What follows belongs to an exercise in optimizing a design on an open flow for small area and few clock cycles; a production flow would make more cautious choices.
The RTL was checked by simulation tests, not by an equivalence proof against the original design.
Power and IR drop assume default switching activity.

==> flow/design.v <==
module mb_rtu_rx (
    input  wire       clk,
    input  wire       rst,           
    input  wire [7:0] cfg_unit_id,   
    input  wire       rx_valid,      
    input  wire [7:0] rx_byte,
    input  wire       rx_mid,        
    input  wire       rx_silence,    
    output wire       rx_ready,
    output reg        ev_valid,
    output reg  [3:0] ev_code,
    output reg        pdu_valid,
    output reg  [7:0] pdu_data,
    output reg        pdu_last,
    output reg        pdu_bcast,
    input  wire       pdu_ready
);
    localparam [3:0] EV_ACCEPT   = 4'd1;
    localparam [3:0] EV_BCAST    = 4'd2;
    localparam [3:0] EV_OTHER    = 4'd3;
    localparam [3:0] EV_TIMEOUT  = 4'd4;
    localparam [3:0] EV_SHORT    = 4'd5;
    localparam [3:0] EV_CRC      = 4'd6;
    localparam [3:0] EV_T15      = 4'd7;
    localparam [3:0] EV_OVERFLOW = 4'd8;
    localparam [1:0] S_IDLE = 2'd0;
    localparam [1:0] S_RECV = 2'd1;
    localparam [1:0] S_DISC = 2'd2;
    localparam QW = 3;               
    localparam QD = 1 << QW;
    localparam OW = 5;               
    localparam RW = 5;               
    reg  [1:0]  state;
    reg  [15:0] crc;         
    reg         ovf;         
    reg         uid_b;       
    reg         uid_m;       
    reg  [7:0]  tc;          
    reg  [8:0]  nf;          
    reg  [8:0]  fs;          
    reg  [8:0]  ws;          
    reg  [8:0]  rs;          
    reg         rfirst;      
    localparam QB = OW + 9;
    reg  [QB-1:0] qr [0:QD-1];
    reg  [QW:0]   q_wp;
    reg  [QW:0]   q_rp;
    reg           p_v;         
    reg  [OW-1:0] p_skip;
    reg           p_bc;
    wire [QW-1:0] qh = q_rp[QW-1:0];
    wire q_empty = (q_wp == q_rp);
    wire q_full  = (q_wp == {~q_rp[QW], q_rp[QW-1:0]});
    wire [QW-1:0] q_ins_d = tc[QW-1:0] + 1'b1 - q_wp[QW-1:0];
    wire q_ins = p_v && !q_full && (q_ins_d == 0) && !p_pop;
    wire p_pop;                
    wire [QW-1:0] q_hpos = tc[QW-1:0] - qh;
    wire [QB-1:0] q_head = qr[q_hpos];
    wire [OW-1:0] h_skip = q_empty ? p_skip : q_head[QB-1:9];
    wire [7:0]    h_endp = q_empty ? nf[7:0] : q_head[8:1];    
    wire          h_bc   = q_empty ? p_bc : q_head[0];
    wire          h_v    = !q_empty || p_v;
    genvar qp;
    generate
        for (qp = 0; qp < QD; qp = qp + 1) begin : g_q
            if (qp == 0) begin : g_wr
                always @(posedge clk)
                    qr[0] <= q_ins ? {p_skip, nf[7:0], p_bc} : qr[QD-1];
            end else begin : g_sh
                always @(posedge clk)
                    qr[qp] <= qr[qp - 1];
            end
        end
    endgenerate
    reg  [15:0] crc_in;
    reg  [15:0] crc_upd;
    integer     i;
    always @(*) begin
        crc_in  = (state == S_IDLE) ? 16'hFFFF : crc;
        crc_upd = crc_in ^ {8'h00, rx_byte};
        for (i = 0; i < 8; i = i + 1)
            crc_upd = crc_upd[0] ? ((crc_upd >> 1) ^ 16'hA001) : (crc_upd >> 1);
    end
    wire [8:0] cur   = rfirst ? rs + h_skip : rs;
    wire [7:0] rdist = tc - cur[7:0];            
    wire [8:0]  nstored = ws - fs;               
    wire        at_max  = (nstored[7:0] == 8'd255);
    wire [OW-1:0] skip  = tc[OW-1:0] + 1'b1 - nf[OW-1:0];
    wire [8:0]  wslot   = (nstored[7:0] == 8'd0) ? nf + skip : ws;
    wire [7:0]  wdist   = tc + 8'd1 - wslot[7:0];
    wire [8:0]  room    = wslot - cur;
    wire        rd_go;
    wire        w_ok    = (wdist[OW-1:0] == 0) &&
                          ((q_empty && !p_v) || !room[8] || (room == 9'h100 && rd_go));
    wire append = (state == S_RECV) && !rx_mid && !at_max;
    wire crc_ok  = (crc == 16'h0000);
    wire long_ok = (nstored[7:0] >= 8'd3);
    wire accept  = (state == S_RECV) && long_ok && crc_ok && (uid_b || uid_m);
    assign rx_ready = rx_silence ? !(accept && p_v && !q_ins) : !(rx_valid && append && !w_ok);
    wire take_byte = rx_valid && rx_ready;
    wire take_sil  = rx_silence && !rx_valid && rx_ready;
    wire wr_en     = take_byte && append;
    wire commit  = take_sil && accept;
    reg  [7:0] ring [0:255];
    wire [7:0] tap  [0:(256>>RW)-1];
    genvar p;
    generate
        for (p = 0; p < 256; p = p + 1) begin : g_pos
            if (p % (1 << OW) == 0) begin : g_wr
                wire ins = wr_en && (wdist[7:OW] == (p >> OW));
                always @(posedge clk)
                    ring[p] <= ins ? rx_byte : ring[(p + 255) % 256];
            end else begin : g_sh
                always @(posedge clk)
                    ring[p] <= ring[p - 1];
            end
            if (p % (1 << RW) == (1 << RW) - 1) begin : g_rd
                assign tap[p >> RW] = ring[p];
            end
        end
    endgenerate
    wire rd_ok = h_v && (rdist[RW-1:0] == {RW{1'b1}});
    assign rd_go = rd_ok && (!pdu_valid || pdu_ready);
    wire [8:0] cur_n = cur + 9'd1;
    wire rd_last = (cur_n[7:0] == h_endp);
    assign p_pop = rd_go && rd_last && q_empty;
    always @(posedge clk) begin
        if (commit) begin
            p_skip <= fs[OW-1:0] - nf[OW-1:0];
            p_bc   <= uid_b;
        end
        if (rd_go) begin
            pdu_data  <= tap[rdist[7:RW]];
            pdu_last  <= rd_last;
            pdu_bcast <= h_bc;
        end
    end
    always @(posedge clk) begin
        if (rst) begin
            state     <= S_IDLE;
            crc       <= 16'hFFFF;
            ovf       <= 1'b0;
            uid_b     <= 1'b0;
            uid_m     <= 1'b0;
            tc        <= 8'd0;
            nf        <= 9'd0;
            fs        <= 9'd0;
            ws        <= 9'd0;
            rs        <= 9'd0;
            rfirst    <= 1'b1;
            q_wp      <= {(QW+1){1'b0}};
            q_rp      <= {(QW+1){1'b0}};
            p_v       <= 1'b0;
            ev_valid  <= 1'b0;
            ev_code   <= 4'd0;
            pdu_valid <= 1'b0;
        end else begin
            ev_valid <= 1'b0;
            tc       <= tc + 8'd1;
            if (rd_go) begin
                pdu_valid <= 1'b1;
                rs        <= cur_n;
                rfirst    <= rd_last;
                if (rd_last && !q_empty)
                    q_rp <= q_rp + 1'b1;
            end else if (pdu_ready) begin
                pdu_valid <= 1'b0;
            end
            if (q_ins) begin
                q_wp <= q_wp + 1'b1;
                p_v  <= 1'b0;
            end
            if (p_pop)
                p_v <= 1'b0;
            if (commit)
                p_v <= 1'b1;
            case (state)
                S_IDLE: begin
                    if (take_byte) begin
                        crc   <= crc_upd;
                        uid_b <= (rx_byte == 8'h00);
                        uid_m <= (rx_byte == cfg_unit_id);
                        fs    <= nf;
                        ws    <= nf;
                        state <= S_RECV;
                    end else if (take_sil) begin
                        ev_valid <= 1'b1;
                        ev_code  <= EV_TIMEOUT;
                    end
                end
                S_RECV: begin
                    if (take_byte) begin
                        if (rx_mid) begin
                            ovf   <= 1'b0;
                            state <= S_DISC;
                        end else if (at_max) begin
                            ovf   <= 1'b1;
                            state <= S_DISC;
                        end else begin
                            if (nstored[7:0] == 8'd0)
                                fs <= wslot;
                            ws  <= wslot + 9'd1;
                            crc <= crc_upd;
                        end
                    end else if (take_sil) begin
                        ev_valid <= 1'b1;
                        state    <= S_IDLE;
                        if (commit)
                            nf <= ws - 9'd2;
                        if (!long_ok)
                            ev_code <= EV_SHORT;
                        else if (!crc_ok)
                            ev_code <= EV_CRC;
                        else if (uid_b)
                            ev_code <= EV_BCAST;
                        else if (uid_m)
                            ev_code <= EV_ACCEPT;
                        else
                            ev_code <= EV_OTHER;
                    end
                end
                default: begin
                    if (take_sil) begin
                        ev_valid <= 1'b1;
                        ev_code  <= ovf ? EV_OVERFLOW : EV_T15;
                        state    <= S_IDLE;
                    end
                end
            endcase
        end
    end
endmodule
export LEC_CHECK = 0
export ABC_AREA = 1
export CAP_MARGIN = 20
export CORE_MARGIN = 2
export CORE_UTILIZATION = 40
export CTS_CLUSTER_DIAMETER = 100
export CTS_CLUSTER_SIZE = 30
export SLEW_MARGIN = 20
export SYNTH_MEMORY_MAX_BITS = 4096
create_clock -name core_clock -period 10.0 [get_ports {clk}]
run.sh (not shown) runs the stock make flow with config.mk's settings and CLKGATE_MAP_FILE= SYNTH_SCRIPT=/design/flow/synth_recipe.tcl, a recipe that flattens the netlist after the stock synthesis.
Testbench counts at the start, summed over its fixed seeds: cycles 30,259.
Edit:
--- a/flow/design.v
+++ b/flow/design.v
@@ -42,4 +42,5 @@
     reg  [8:0]  rs;          
     reg         rfirst;      
+    reg  [1:0]  nsh;         
     localparam QB = OW + 9;
     reg  [QB-1:0] qr [0:QD-1];
@@ -82,18 +83,20 @@
             crc_upd = crc_upd[0] ? ((crc_upd >> 1) ^ 16'hA001) : (crc_upd >> 1);
     end
-    wire [8:0] cur   = rfirst ? rs + h_skip : rs;
-    wire [7:0] rdist = tc - cur[7:0];            
-    wire [8:0]  nstored = ws - fs;               
-    wire        at_max  = (nstored[7:0] == 8'd255);
-    wire [OW-1:0] skip  = tc[OW-1:0] + 1'b1 - nf[OW-1:0];
-    wire [8:0]  wslot   = (nstored[7:0] == 8'd0) ? nf + skip : ws;
-    wire [7:0]  wdist   = tc + 8'd1 - wslot[7:0];
+    wire [7:0] tc1 = tc + 8'd1;
+    wire [8:0]    cur    = rfirst ? rs + h_skip : rs;
+    wire          r_al   = (cur[RW-1:0] == tc1[RW-1:0]);
+    wire [7-RW:0] r_pt   = tc1[7:RW] - cur[7:RW] - 1'b1;
+    wire        first   = (nsh == 2'd0);         
+    wire [7:0]  ws_n    = ws[7:0] + 8'd1;
+    wire        at_max  = !first && (ws_n == fs[7:0]);   
+    wire [8:0]  wslot   = {ws[8:OW] + (tc1[OW-1:0] < ws[OW-1:0]), tc1[OW-1:0]};
+    wire [7-OW:0] w_pt  = tc1[7:OW] - wslot[7:OW];
     wire [8:0]  room    = wslot - cur;
     wire        rd_go;
-    wire        w_ok    = (wdist[OW-1:0] == 0) &&
+    wire        w_ok    = (first || ws[OW-1:0] == tc1[OW-1:0]) &&
                           ((q_empty && !p_v) || !room[8] || (room == 9'h100 && rd_go));
     wire append = (state == S_RECV) && !rx_mid && !at_max;
     wire crc_ok  = (crc == 16'h0000);
-    wire long_ok = (nstored[7:0] >= 8'd3);
+    wire long_ok = (nsh == 2'd3);
     wire accept  = (state == S_RECV) && long_ok && crc_ok && (uid_b || uid_m);
     assign rx_ready = rx_silence ? !(accept && p_v && !q_ins) : !(rx_valid && append && !w_ok);
@@ -108,5 +111,5 @@
         for (p = 0; p < 256; p = p + 1) begin : g_pos
             if (p % (1 << OW) == 0) begin : g_wr
-                wire ins = wr_en && (wdist[7:OW] == (p >> OW));
+                wire ins = wr_en && (w_pt == (p >> OW));
                 always @(posedge clk)
                     ring[p] <= ins ? rx_byte : ring[(p + 255) % 256];
@@ -120,5 +123,5 @@
         end
     endgenerate
-    wire rd_ok = h_v && (rdist[RW-1:0] == {RW{1'b1}});
+    wire rd_ok = h_v && r_al;
     assign rd_go = rd_ok && (!pdu_valid || pdu_ready);
     wire [8:0] cur_n = cur + 9'd1;
@@ -131,5 +134,5 @@
         end
         if (rd_go) begin
-            pdu_data  <= tap[rdist[7:RW]];
+            pdu_data  <= tap[r_pt];
             pdu_last  <= rd_last;
             pdu_bcast <= h_bc;
@@ -146,4 +149,5 @@
             nf        <= 9'd0;
             fs        <= 9'd0;
+            nsh       <= 2'd0;
             ws        <= 9'd0;
             rs        <= 9'd0;
@@ -183,4 +187,5 @@
                         fs    <= nf;
                         ws    <= nf;
+                        nsh   <= 2'd0;
                         state <= S_RECV;
                     end else if (take_sil) begin
@@ -198,6 +203,8 @@
                             state <= S_DISC;
                         end else begin
-                            if (nstored[7:0] == 8'd0)
+                            if (first)
                                 fs <= wslot;
+                            if (nsh != 2'd3)
+                                nsh <= nsh + 2'd1;
                             ws  <= wslot + 9'd1;
                             crc <= crc_upd;
Worst hold slack improves by 7.6 ps.
Total power came out lower by a few percent.
Wire length came out lower by a few percent.
Count of clock-buffer cells in the layout came out lower by 1.
Fmax came out lower slightly.
Area after synthesis came out lower slightly.
Design area came out lower slightly.
Via count came out lower by a few percent.
Testbench counts after the change, summed over its fixed seeds: cycles 30,259.

[re-timing with driven ports]
No port has a modelled driver above. Below, the same layouts with a new extraction and two added sets of constraints.
Step 1 sets driving cells, clkbuf_16 on the clock port and buf_2 on the other inputs (assumed; they add their load-dependent delay and slew).
Step 2 moves the port delays by t, midway between the first and last clock arrival at a register: inputs arrive t later, outputs are due t later. That takes back most of the time a late clock gives input paths.
a / b / c = ideal / step 1 / step 2; a / b = the first two.
| run | shift t [ns] | setup WS [ns] | worst setup path at the end | slew at the worst register clock pin (ns) | cell pins on the clock port's net |
|---|---|---|---|---|---|
| the first run | 0.766 | 0.700 / 0.626 / 1.391 | register to output | 0.11 / 0.11 | 1 |
| the second run | 0.746 | 0.634 / 0.569 / 1.315 | register to output | 0.11 / 0.11 | 1 |
After both steps setup and hold are still met in every run listed.
